Source: an optimization exercise on an open RTL-to-GDS flow (aim: small area, a short achievable clock period and few clock cycles per item). Production flows keep margins and buffers that such runs may drop.
The RTL was checked by simulation tests, not by an equivalence proof against the original design.
Power is estimated from default activity; no workload was simulated.

==> flow/design.v <==
module fp_dbl (
    input  wire [31:0] v,
    output reg  [31:0] y
);
    always @(*) begin
        if ((&v[30:23]) && (|v[22:0]))
            y = 32'h7FC00000;
        else if (&v[30:23])
            y = v;
        else if (v[30:23] == 8'd0)
            y = {v[31], v[29:0], 1'b0};
        else if (v[30:23] == 8'd254)
            y = {v[31], 31'h7F800000};
        else
            y = {v[31], v[30:23] + 8'd1, v[22:0]};
    end
endmodule
module fp_mul (
    input  wire [31:0] x,
    input  wire [31:0] h,
    output reg  [31:0] y
);
    wire        hx   = |x[30:23];
    wire        x_nan = (&x[30:23]) & (|x[22:0]);
    wire        x_inf = (&x[30:23]) & ~(|x[22:0]);
    wire        x_zero = ~hx & ~(|x[22:0]);
    wire        sy   = x[31] ^ h[31];
    wire [23:0] mx   = {hx, x[22:0]};
    wire [23:0] mh   = {1'b1, h[22:0]};
    wire [47:0] p    = mx * mh;
    wire [7:0]  ex   = {x[30:24], x[23] | ~hx};
    wire signed [9:0] etop = $signed({2'b00, ex}) + $signed({2'b00, h[30:23]}) - 10'sd126;
    wire        rsh  = (etop <= 10'sd0);
    wire [3:0]  ramt = 4'd1 - etop[3:0];              
    wire        lsh  = ~p[47] & (etop >= 10'sd2);
    reg  [47:0] n;
    reg         xst;
    reg  [8:0]  eres;
    always @(*) begin
        xst = 1'b0;
        if (rsh) begin
            n    = p >> ramt;
            xst  = |(p & ~(48'hFFFFFFFFFFFF << ramt));
            eres = 9'd1;
        end else if (lsh) begin
            n    = p << 1;
            eres = etop[8:0] - 9'd1;
        end else begin
            n    = p;
            eres = etop[8:0];
        end
    end
    wire [23:0] frac  = n[47:24];
    wire        guard = n[23];
    wire        stk   = xst | (|n[22:0]);
    wire        inc   = guard & (stk | frac[0]);
    wire [30:0] pm    = {eres[7:0] - 8'd1, 23'd0} + {7'd0, frac} + {30'd0, inc};
    always @(*) begin
        if (x_nan)
            y = 32'h7FC00000;
        else if (x_inf)
            y = {sy, 31'h7F800000};
        else if (x_zero)
            y = {sy, 31'd0};
        else
            y = {sy, pm};
    end
endmodule
module fp_add1 (
    input  wire [31:0] a,
    input  wire [31:0] b,
    output wire [40:0] s
);
    wire a_max = &a[30:23];
    wire b_max = &b[30:23];
    wire a_nan = a_max & (|a[22:0]);
    wire b_nan = b_max & (|b[22:0]);
    wire a_inf = a_max & ~(|a[22:0]);
    wire b_inf = b_max & ~(|b[22:0]);
    wire nan = a_nan | b_nan | (a_inf & b_inf & (a[31] ^ b[31]));
    wire inf = a_inf | b_inf;
    wire inf_sign = a_inf ? a[31] : b[31];
    wire        swap = b[30:0] > a[30:0];
    wire [31:0] big  = swap ? b : a;
    wire [31:0] sml  = swap ? a : b;
    wire        hb = |big[30:23];
    wire        hs = |sml[30:23];
    wire [7:0]  eb = {big[30:24], big[23] | ~hb};
    wire [7:0]  es = {sml[30:24], sml[23] | ~hs};
    wire [23:0] mb = {hb, big[22:0]};
    wire [23:0] ms = {hs, sml[22:0]};
    wire [7:0]  d  = eb - es;
    wire [4:0]  dd    = (d > 8'd26) ? 5'd27 : d[4:0];
    wire [26:0] msx   = {ms, 3'b000};
    wire [26:0] ms_al = msx >> dd;
    wire [26:0] mask  = ~(27'h7FFFFFF << dd);
    wire        st    = |(msx & mask);
    wire        sub   = big[31] ^ sml[31];
    wire [27:0] ms_st = {1'b0, ms_al[26:1], ms_al[0] | st};
    wire [27:0] mbx   = {1'b0, mb, 3'b000};
    wire [27:0] sum   = sub ? (mbx - ms_st) : (mbx + ms_st);
    assign s = {nan, inf, inf_sign, a[31] & b[31], big[31], eb, sum};
endmodule
module fp_add2 (
    input  wire [40:0] s,
    output reg  [31:0] y
);
    wire        nan      = s[40];
    wire        inf      = s[39];
    wire        inf_sign = s[38];
    wire        zsign    = s[37];
    wire        sign     = s[36];
    wire [7:0]  eb       = s[35:28];
    wire [27:0] sum      = s[27:0];
    reg  [4:0]  lz;
    integer i;
    always @(*) begin
        lz = 5'd28;
        for (i = 0; i < 28; i = i + 1)
            if (sum[i]) lz = 27 - i;
    end
    wire [8:0]  etop = {1'b0, eb} + 9'd1;
    wire        lim  = {4'd0, lz} >= etop;           
    wire [4:0]  sh   = lim ? eb[4:0] : lz;           
    wire [8:0]  eres = lim ? 9'd1 : etop - {4'd0, lz};
    wire [27:0] nm   = sum << sh;
    wire [23:0] frac  = nm[27:4];
    wire        guard = nm[3];
    wire        stk   = |nm[2:0];
    wire        inc   = guard & (stk | frac[0]);
    wire [31:0] pm    = {eres - 9'd1, 23'd0} + {8'd0, frac} + {31'd0, inc};
    always @(*) begin
        if (nan)
            y = 32'h7FC00000;
        else if (inf)
            y = {inf_sign, 31'h7F800000};
        else if (sum == 28'd0)
            y = {zsign, 31'd0};
        else if (pm[31] || (&pm[30:23]))
            y = {sign, 31'h7F800000};
        else
            y = {sign, pm[30:0]};
    end
endmodule
module fp_add (
    input  wire [31:0] a,
    input  wire [31:0] b,
    output wire [31:0] y
);
    wire [40:0] s;
    fp_add1 u1 (.a(a), .b(b), .s(s));
    fp_add2 u2 (.s(s), .y(y));
endmodule
module clip_os4 (
    input  wire        clk,
    input  wire        rst,
    input  wire        in_valid,
    output wire        in_ready,
    input  wire [31:0] in_data,
    input  wire        in_dcb,
    output reg         out_valid,
    output wire [31:0] out_data
);
    localparam [31:0] DC_COEF = 32'h3F7F5C29;
    function [31:0] h2;
        input [3:0] i;
        case (i)
            4'd0:    h2 = 32'h3B55B602;
            4'd1:    h2 = 32'h3BF9D017;
            4'd2:    h2 = 32'hBCB715DF;
            4'd3:    h2 = 32'hBD5E6592;
            4'd4:    h2 = 32'h3E00BFEA;
            4'd5:    h2 = 32'h3EE14B6F;
            4'd6:    h2 = 32'h3EE14B6F;
            4'd7:    h2 = 32'h3E00BFEA;
            4'd8:    h2 = 32'hBD5E6592;
            4'd9:    h2 = 32'hBCB715DF;
            4'd10:   h2 = 32'h3BF9D017;
            default: h2 = 32'h3B55B602;
        endcase
    endfunction
    function [31:0] h4;
        input [2:0] i;
        case (i)
            3'd0:    h4 = 32'hBBA93946;
            3'd1:    h4 = 32'hBCBB7422;
            3'd2:    h4 = 32'h3DC627D4;
            3'd3:    h4 = 32'h3EDCD232;
            3'd4:    h4 = 32'h3EDCD232;
            3'd5:    h4 = 32'h3DC627D4;
            3'd6:    h4 = 32'hBCBB7422;
            default: h4 = 32'hBBA93946;
        endcase
    endfunction
    localparam [1:0] AS_ZERO = 2'd0;    
    localparam [1:0] AS_R    = 2'd1;    
    localparam [1:0] AS_ALT  = 2'd2;    
    localparam [2:0] T_NONE = 3'd0;
    localparam [2:0] T_1    = 3'd1;
    localparam [2:0] T_2    = 3'd2;
    localparam [2:0] T_3    = 3'd3;
    localparam [2:0] T_4    = 3'd4;
    reg  [3:0] g;
    wire [3:0] kA = g;
    wire [3:0] kB = g - 4'd4;
    wire [3:0] kC = g - 4'd8;
    wire [3:0] kD = g - 4'd12;
    always @(posedge clk) begin
        if (rst) g <= 4'd0;
        else     g <= g + 4'd1;
    end
    reg [31:0] mxA, mhA, mxB, mhB, mxC, mhC, mxD, mhD;
    reg [5:0]  c1A, c2A, c1B, c2B, c1C, c2C, c1D, c2D;    
    reg [2:0]  t3A, t4A, t3B, t4B, t3C, t4C, t3D, t4D;    
    wire [31:0] rA, rB, rC, rD;
    reg [31:0] x_in;       
    reg        x_dcb;
    reg [31:0] x_z1, y_z1;
    fp_eng eA (.clk(clk), .mx(mxA), .mh(mhA), .asel(c2A[1:0]), .bsel(c2A[2]),
               .alt_a({~x_z1[31], x_z1[30:0]}), .alt_b(x_in), .r(rA));
    fp_eng eB (.clk(clk), .mx(mxB), .mh(mhB), .asel(c2B[1:0]), .bsel(1'b0),
               .alt_a(32'd0), .alt_b(32'd0), .r(rB));
    fp_eng eC (.clk(clk), .mx(mxC), .mh(mhC), .asel(c2C[1:0]), .bsel(1'b0),
               .alt_a(32'd0), .alt_b(32'd0), .r(rC));
    fp_eng eD (.clk(clk), .mx(mxD), .mh(mhD), .asel(c2D[1:0]), .bsel(1'b0),
               .alt_a(32'd0), .alt_b(32'd0), .r(rD));
    wire [31:0] rA2, rB2;
    fp_dbl dA (.v(rA), .y(rA2));
    fp_dbl dB (.v(rB), .y(rB2));
    reg [31:0] s0 [0:5];     
    reg [5:0]  v0;
    reg [31:0] s1 [0:4];     
    reg [4:0]  v1;
    reg [31:0] s2 [0:9];     
    reg [9:0]  v2;
    reg [31:0] s3 [0:13];    
    reg [13:0] v3;
    reg [31:0] e_sv;                  
    reg [31:0] y0_sv, y1_sv, y2_sv;   
    reg [31:0] d0_sv;
    reg        x_full;      
    reg        x_go;        
    reg [31:0] x_nx;        
    reg        x_nx_v;
    reg        a_v;         
    reg        b_v, c_v;
    reg [1:0]  ph0, ph1;    
    reg        sh0, sh1;    
    assign in_ready = ~x_full;
    assign out_data = rD;
    wire push_b = (t4A == T_2);    
    wire push_c = (t4B == T_4);    
    wire push_d = (t4C == T_2);    
    reg [31:0] tapA, cofA, tapB, cofB, tapC, cofC, tapD, cofD;
    reg [5:0]  ctlA, ctlB, ctlC, ctlD;
    reg [2:0]  jA, jB, jC, jD;
    reg [3:0]  iD;
    reg [1:0]  phL;
    reg        shL;
    integer    q;
    always @(*) begin
        jA   = kA[3:1];
        tapA = 32'd0;
        cofA = h2({jA, 1'b0});
        ctlA = {T_NONE, 1'b0, AS_R};
        if (!kA[0]) begin
            if (a_v && jA < 3'd6) begin
                tapA = v0[jA] ? s0[jA] : 32'd0;
                cofA = h2({jA, 1'b0});
                ctlA = {(jA == 3'd5) ? T_1 : T_NONE, 1'b0, (jA == 3'd0) ? AS_ZERO : AS_R};
            end
        end else begin
            if (jA == 3'd0) begin
                ctlA = {T_NONE, 1'b1, AS_ALT};
            end else if (jA == 3'd1) begin
                tapA = y_z1;
                cofA = DC_COEF;
                ctlA = {x_go ? T_3 : T_NONE, 1'b0, AS_R};
            end else if (a_v) begin
                tapA = v0[jA - 3'd2] ? s0[jA - 3'd2] : 32'd0;
                cofA = h2({jA - 3'd2, 1'b1});
                ctlA = {(jA == 3'd7) ? T_2 : T_NONE, 1'b0, (jA == 3'd2) ? AS_ZERO : AS_R};
            end
        end
        jB   = kB[3:1];
        tapB = 32'd0;
        cofB = h4({jB[1:0], kB[0]});
        ctlB = {T_NONE, 1'b0, AS_R};
        if (b_v) begin
            if (jB[2]) tapB = v1[jB[1:0]] ? s1[jB[1:0]] : 32'd0;
            else       tapB = v1[jB[1:0] + 3'd1] ? s1[jB[1:0] + 3'd1] : 32'd0;
            ctlB = {(jB[1:0] == 2'd3) ? (jB[2] ? (kB[0] ? T_4 : T_3) : (kB[0] ? T_2 : T_1)) : T_NONE,
                    1'b0, (jB[1:0] == 2'd0) ? AS_ZERO : AS_R};
        end
        jC   = kC[3:1];
        tapC = 32'd0;
        cofC = h4(jC);
        ctlC = {T_NONE, 1'b0, AS_R};
        if (c_v) begin
            if (kC[0]) tapC = v2[jC] ? s2[jC] : 32'd0;
            else       tapC = v2[jC + 4'd2] ? s2[jC + 4'd2] : 32'd0;
            ctlC = {(jC == 3'd7) ? (kC[0] ? T_2 : T_1) : T_NONE, 1'b0,
                    (jC == 3'd0) ? AS_ZERO : AS_R};
        end
        jD   = kD[3:1];
        phL  = kD[0] ? ph1 : ph0;
        shL  = kD[0] ? sh1 : sh0;
        iD   = {1'b0, jD};
        tapD = 32'd0;
        ctlD = {T_NONE, 1'b0, AS_R};
        if (phL == 2'd1) begin
            iD   = {1'b0, jD};
            tapD = v3[jD] ? s3[jD] : 32'd0;
            ctlD = {T_NONE, 1'b0, (jD == 3'd0) ? AS_ZERO : AS_R};
        end else if (phL == 2'd2 && !jD[2]) begin
            iD   = 4'd8 + {2'b00, jD[1:0]};
            tapD = v3[iD + {2'b00, shL, 1'b0}] ? s3[iD + {2'b00, shL, 1'b0}] : 32'd0;
            ctlD = {(jD[1:0] == 2'd3) ? T_1 : T_NONE, 1'b0, AS_R};
        end
        cofD = h2(iD);
    end
    always @(posedge clk) begin
        mxA <= tapA; mhA <= cofA; c1A <= ctlA; c2A <= c1A; t3A <= c2A[5:3]; t4A <= t3A;
        mxB <= tapB; mhB <= cofB; c1B <= ctlB; c2B <= c1B; t3B <= c2B[5:3]; t4B <= t3B;
        mxC <= tapC; mhC <= cofC; c1C <= ctlC; c2C <= c1C; t3C <= c2C[5:3]; t4C <= t3C;
        mxD <= tapD; mhD <= cofD; c1D <= ctlD; c2D <= c1D; t3D <= c2D[5:3]; t4D <= t3D;
        out_valid <= (t3D == T_1) && !rst;
        if (rst) begin
            c1A <= 6'd0; c2A <= 6'd0; t3A <= 3'd0; t4A <= 3'd0;
            c1B <= 6'd0; c2B <= 6'd0; t3B <= 3'd0; t4B <= 3'd0;
            c1C <= 6'd0; c2C <= 6'd0; t3C <= 3'd0; t4C <= 3'd0;
            c1D <= 6'd0; c2D <= 6'd0; t3D <= 3'd0; t4D <= 3'd0;
        end
    end
    always @(posedge clk) begin
        if (rst) begin
            x_full <= 1'b0;
            x_go   <= 1'b0;
            x_nx_v <= 1'b0;
            a_v    <= 1'b0;
            v0     <= 6'd0;
            x_z1   <= 32'd0;
            y_z1   <= 32'd0;
        end else begin
            if (in_valid && !x_full) begin
                x_in   <= in_data;
                x_dcb  <= in_dcb;
                x_full <= 1'b1;
            end
            if (kA == 4'd1) x_go <= x_full;
            if (t4A == T_3) begin
                x_full <= 1'b0;
                x_nx_v <= 1'b1;
                if (x_dcb) begin
                    x_nx <= rA;
                    x_z1 <= x_in;
                    y_z1 <= rA;
                end else begin
                    x_nx <= x_in;
                end
            end
            if (kA == 4'd15) begin
                a_v    <= x_nx_v;
                x_nx_v <= 1'b0;
                if (x_nx_v) begin
                    for (q = 5; q > 0; q = q - 1) s0[q] <= s0[q - 1];
                    s0[0] <= x_nx;
                    v0    <= {v0[4:0], 1'b1};
                end
            end
        end
    end
    always @(posedge clk) begin
        if (rst) begin
            b_v <= 1'b0;
            c_v <= 1'b0;
            v1  <= 5'd0;
            v2  <= 10'd0;
            v3  <= 14'd0;
            ph0 <= 2'd0;
            ph1 <= 2'd0;
            sh0 <= 1'b0;
            sh1 <= 1'b0;
        end else begin
            if (t4A == T_1) e_sv <= rA2;
            if (kB == 4'd15) begin
                b_v <= push_b;
                if (push_b) begin
                    s1[0] <= rA2;
                    s1[1] <= e_sv;
                    s1[2] <= s1[0];
                    s1[3] <= s1[1];
                    s1[4] <= s1[2];
                    v1    <= {v1[2:0], 2'b11};
                end
            end
            if (t4B == T_1) y0_sv <= rB2;
            if (t4B == T_2) y1_sv <= rB2;
            if (t4B == T_3) y2_sv <= rB2;
            if (kC == 4'd15) begin
                c_v <= push_c;
                if (push_c) begin
                    s2[0] <= rB2;
                    s2[1] <= y2_sv;
                    s2[2] <= y1_sv;
                    s2[3] <= y0_sv;
                    for (q = 9; q > 3; q = q - 1) s2[q] <= s2[q - 4];
                    v2    <= {v2[5:0], 4'b1111};
                end
            end
            if (t4C == T_1) d0_sv <= rC;
            if (kD == 4'd15) begin
                if (push_d) begin
                    s3[0] <= rC;
                    s3[1] <= d0_sv;
                    for (q = 13; q > 1; q = q - 1) s3[q] <= s3[q - 2];
                    v3    <= {v3[11:0], 2'b11};
                end
                ph0 <= (ph0 == 2'd1) ? 2'd2 : 2'd0;
                ph1 <= (ph1 == 2'd1) ? 2'd2 : 2'd0;
                sh0 <= push_d;
                sh1 <= push_d;
                if (push_d) begin
                    if (ph0 != 2'd1) ph0 <= 2'd1;
                    else             ph1 <= 2'd1;
                end
            end
        end
    end
endmodule
module fp_eng (
    input  wire        clk,
    input  wire [31:0] mx,
    input  wire [31:0] mh,
    input  wire [1:0]  asel,
    input  wire        bsel,
    input  wire [31:0] alt_a,
    input  wire [31:0] alt_b,
    output reg  [31:0] r
);
    wire [31:0] p_w;
    reg  [31:0] p;
    fp_mul u_mul (.x(mx), .h(mh), .y(p_w));
    wire [31:0] a = (asel == 2'd0) ? 32'd0 : (asel == 2'd1) ? r : alt_a;
    wire [31:0] b = bsel ? alt_b : p;
    wire [40:0] s_w;
    reg  [40:0] s;
    fp_add1 u_add1 (.a(a), .b(b), .s(s_w));
    wire [31:0] r_w;
    fp_add2 u_add2 (.s(s), .y(r_w));
    always @(posedge clk) begin
        p <= p_w;
        s <= s_w;
        r <= r_w;
    end
endmodule
==> flow/run.sh <==
#!/bin/bash
# synth_recipe.tcl (not shown) runs the flow's synth.tcl, then flattens the netlist and writes it again
# the make line also repeats each setting of config.mk as NAME=value (left out here)
make -C /OpenROAD-flow-scripts/flow DESIGN_CONFIG=/design/flow/config.mk WORK_HOME=/design/flow/orfs CLKGATE_MAP_FILE= SYNTH_SCRIPT=/design/flow/synth_recipe.tcl finish
==> flow/config.mk <==
export PLATFORM = sky130hd
export DESIGN_NAME = clip_os4
export DESIGN_NICKNAME = clip_os4
export VERILOG_FILES = /design/flow/design.v
export SDC_FILE = /design/flow/constraint.sdc
export NUM_CORES = 4
export LEC_CHECK = 0
export CAP_MARGIN = 20
export CORE_MARGIN = 2
export CORE_UTILIZATION = 40
export SLEW_MARGIN = 20
==> flow/constraint.sdc <==
create_clock -name core_clock -period 50.0 [get_ports {clk}]
set_input_delay 10.0000 -clock core_clock [delete_from_list [all_inputs] [get_ports {clk}]]
set_output_delay 10.0000 -clock core_clock [all_outputs]
set_load 0.01 [all_outputs]
==> results.py <==
metrics = {
    "run_status": {
        "status": "no timing/DRC/antenna violations",
    },
    "timing": {
        "finalSetupTns_ns": 0,
        "drv_slew": 0,
        "finalSetupViolations": 0,
        "whs_ns": 0.357,
        "fin_ws_ns": 36.85,
        "tightest_slew_ns": 1.22,
        "fin_crit_sh_pct": 26.3,
        "finalHoldViolations": 0,
        "max_freq_mhz": 76.0,
        "fin_crit_ns": 13.15,
        "maxSlewHeadroom_pct": 17.9,
        "skew_ns": 0.103,
        "rsz0062_at_grt": "false",
    },
    "synthesis": {
        "synth_most_common_cell": "inv_1",
        "yosysUniqueCellTypes": 137,
        "synth_edf_count": 1345,
        "synthCells": 22200,
        "synthesis.nets": 25400,
        "synth_common_cells": "2862 x inv_1, 2336 x nand2_1, 1852 x fa_1, 1345 x edfxtp_1, 1268 x ha_1",
        "yosysTopAreaCell": "edfxtp_1",
        "synth_top_area_share_pct": 19.8,
        "syn_area_um2": 204000,
        "synthFlopType": "edfxtp_1",
        "async_flop_share_pct": 0,
        "ys_seq_area_share_pct": 27.2,
        "synth-seq-cells": 2102,
        "ys_warn_count": 9,
        "syn_area_per_cell_um2": 9.19,
        "synth_area_leaders": "edfxtp_1 20%, fa_1 18%, ha_1 7.8%",
    },
    "layout": {
        "stdcell_count": 28500,
        "postLayoutCoreUtil_pct": 43.0,
        "drive_above_1_share_pct": 6.43,
        "synthToLayoutAreaGrowth_pct": 7.32,
        "multiInputGateArea_um2": 133000,
        "fin_nets": 24800,
        "fillers": 49500,
        "seq_area_um2": 55600,
    },
    "routing": {
        "totalWireLength_um": 668000,
        "wl_per_cell_um": 23.4,
        "via_per_inst": 5.85,
        "vias": 167000,
        "drtIter0Drc": 18100,
        "ant_nets": 0,
        "drt-pass1-iter-count": 7,
        "route.detailed.drc": 0,
    },
    "die": {
        "dieHeight_um": 718,
        "core_area_um2": 508000,
        "fp.dieArea_um2": 516000,
        "io_pins": 70,
        "rows": 262,
        "start_util_pct": 40.1,
        "fp.dieW_um": 718,
    },
    "cts": {
        "cts_buffers": 219,
        "clock-sinks": 2102,
        "insertion_delay_ns": 0.98,
        "cts_buffer_depth": 4,
        "cts_setup_buffers": 0,
        "cts_resized": 0,
        "cts_hold_buf": 0,
        "path_clk_slew_ns": 0.06,
        "root_buffer": "clkbuf_16",
        "htree_levels": 4,
        "cts_tree": "yes",
    },
    "placed_design": {
        "port_buffers": 69,
        "dp_cells": 28100,
        "dp_hpwl_um": 499000,
        "gp_congestion": 0.956,
        "pre_cts_ws_ns": 36.51,
    },
    "critical_path": {
        "reg2regPathDepth": 49,
        "critPathLaunch": "c2A[2]",
        "slowest_delay_ns": 0.68,
        "path_max_fanout": 57,
        "cp.arrival_ns": 13.93,
        "r2r_start": "c2A[2]",
        "critical_path_class": "flip-flop to flip-flop",
        "crit_slowest_cell": "dfxtp_4",
        "worstSetupEndpoint": "eA.s[27]",
        "reg2reg_slack_ns": 36.85,
        "endpoint_kind": "flip-flop",
        "crit_top_cell": "a21oi_1",
        "crit_required_ns": 50.78,
        "critical_path.startpoint_type": "flip-flop",
        "r2r_end": "eA.s[27]",
    },
    "global_route": {
        "grt.overflow.total": 0,
        "grt_pass1_vias": 165000,
        "track_usage_pct": 25.2,
        "grt_max_degree": 166,
        "antenna_found_initial": 40,
        "grt_pass1_wl_um": 1020000,
    },
    "flow_run": {
        "drv_cap": 0,
    },
    "pwr": {
        "irDropWorstVdd_mv": 0.0546,
        "leakage_uw": 0.0918,
        "powerDensity_nw_per_um2": 42.8,
    },
    "hold_path": {
        "holdPathStages": 0,
        "worstHoldPathType": "flip-flop to flip-flop",
    },
}
-- per-stage QoR --
step | total power, µW | cell area [µm²]
after floorplan | 6020 | 204000
after global placement | 7590 | 211000
after detailed placement | 7580 | 211000
after CTS | 9270 | 219000
after global routing | 9900 | 219000
final | 9360 | 219000
-- critical path, delay by kind of cell, from the launching register on --
family / cells / cell delay, ns
AOI/OAI and AO/OA: 32 / 6.79
adders and majority gates: 5 / 1.85
buffers and inverters: 5 / 1.91
DFF: 1 / 0.68
muxes: 1 / 0.50
and+or+nand+nor: 6 / 1.17
-- power by group --
group,switching (µW),internal [µW]
Sequential,227,2000
Combinational,3570,1910
Clock,736,921
Total,4530,4830
-- cells in the final DEF (no fill, tap or decap), types with 142 or more instances in the layout --
cell type and n:
nor4_1 203, xor2_1 238, clkbuf_16 224, mux2_2 256, inv_1 2861, nand3_1 384, xnor2_1 348, ha_1 1259
nor2b_1 166, nor3_1 321, a211oi_1 234, a22o_1 142, mux2i_1 434, nand2_1 2334, a22oi_1 285, o21ai_0 880
a31oi_1 164, nor2_1 1251, dfxtp_1 750, buf_4 357, nand4_1 181, and2_1 936, o211ai_1 209, a21oi_1 1251
edfxtp_1 1345, and3_1 146, fa_1 1852, a21o_1 292, a221oi_1 173
-- logic make-up after synthesis --
group,count (synthesis),share of synthesized area (%)
fa+ha+maj,3123,26.0
xor+xnor,602,2.60
mux,795,4.66
flops,2102,27.2
buf+inv,4114,7.68
compound gates,4942,16.4
simple gates,6516,15.5
-- worst min-delay path by stage --
stage / start / end / slack, ns
global placement: y0_sv[11] / s2[3][11] / 0.40
finish: y1_sv[30] / s2[2][30] / 0.36
global route: y1_sv[4] / s2[2][4] / 0.37
CTS: y1_sv[30] / s2[2][30] / 0.35
floorplan: x_nx[0] / s0[0][0] / 0.40
detailed placement: x_nx[3] / s0[0][3] / 0.40
-- metal layers --
metal	global-route usage, %	vias to the layer above	part of all wire, %
li1	-	75800	-
met1	34.8	82800	43
met2	40.4	7113	45
met3	3.47	1194	7.7
met4	8.98	8	4.1
met5	0	-	0.0087
-- cell type report --
cell class	instances	area share, %
antenna	7	0.00800
clock buffer	279	2.75
clock inverter	131	0.574
inverter	2873	4.93
multi-input combinational	16000	60.9
sequential	2102	25.4
tap	6732	3.85
timing repair buffer	433	1.60
-- sequential cells by signal (all words and copies together) (netlist names), 41 cells and up --
signal,cells
eA.s,41
eC.s,41
s1,160
eD.s,41
s3,448
s0,192
eB.s,41
s2,320
Testbench counts, summed over its fixed seeds: cycles 52,024, items 3,200.

[re-timing with driven ports]
Ports are ideal in the flow. The routed layout listed here was re-timed in OpenROAD. Step 1 sets driving cells, clkbuf_16 on the clock port and buf_2 on the other inputs (assumed; they add their load-dependent delay and slew). Step 2 times the ports against the registers' clock, not the clock port: input delays grow and output delays shrink by t, the midpoint of the rising clock arrivals with the driver on. a / b / c = no drivers / after step 1 / after step 2; a / b = the first two.
shift t [ns]: 1.036
setup slack, ns: 36.845 / 36.845 / 36.589
hold slack, ns: 0.357 / 0.357 / 0.357
After both steps setup and hold are still met in this run. The setup slack of this run moves by 0.000 ns with the drivers and by -0.256 ns with both steps.
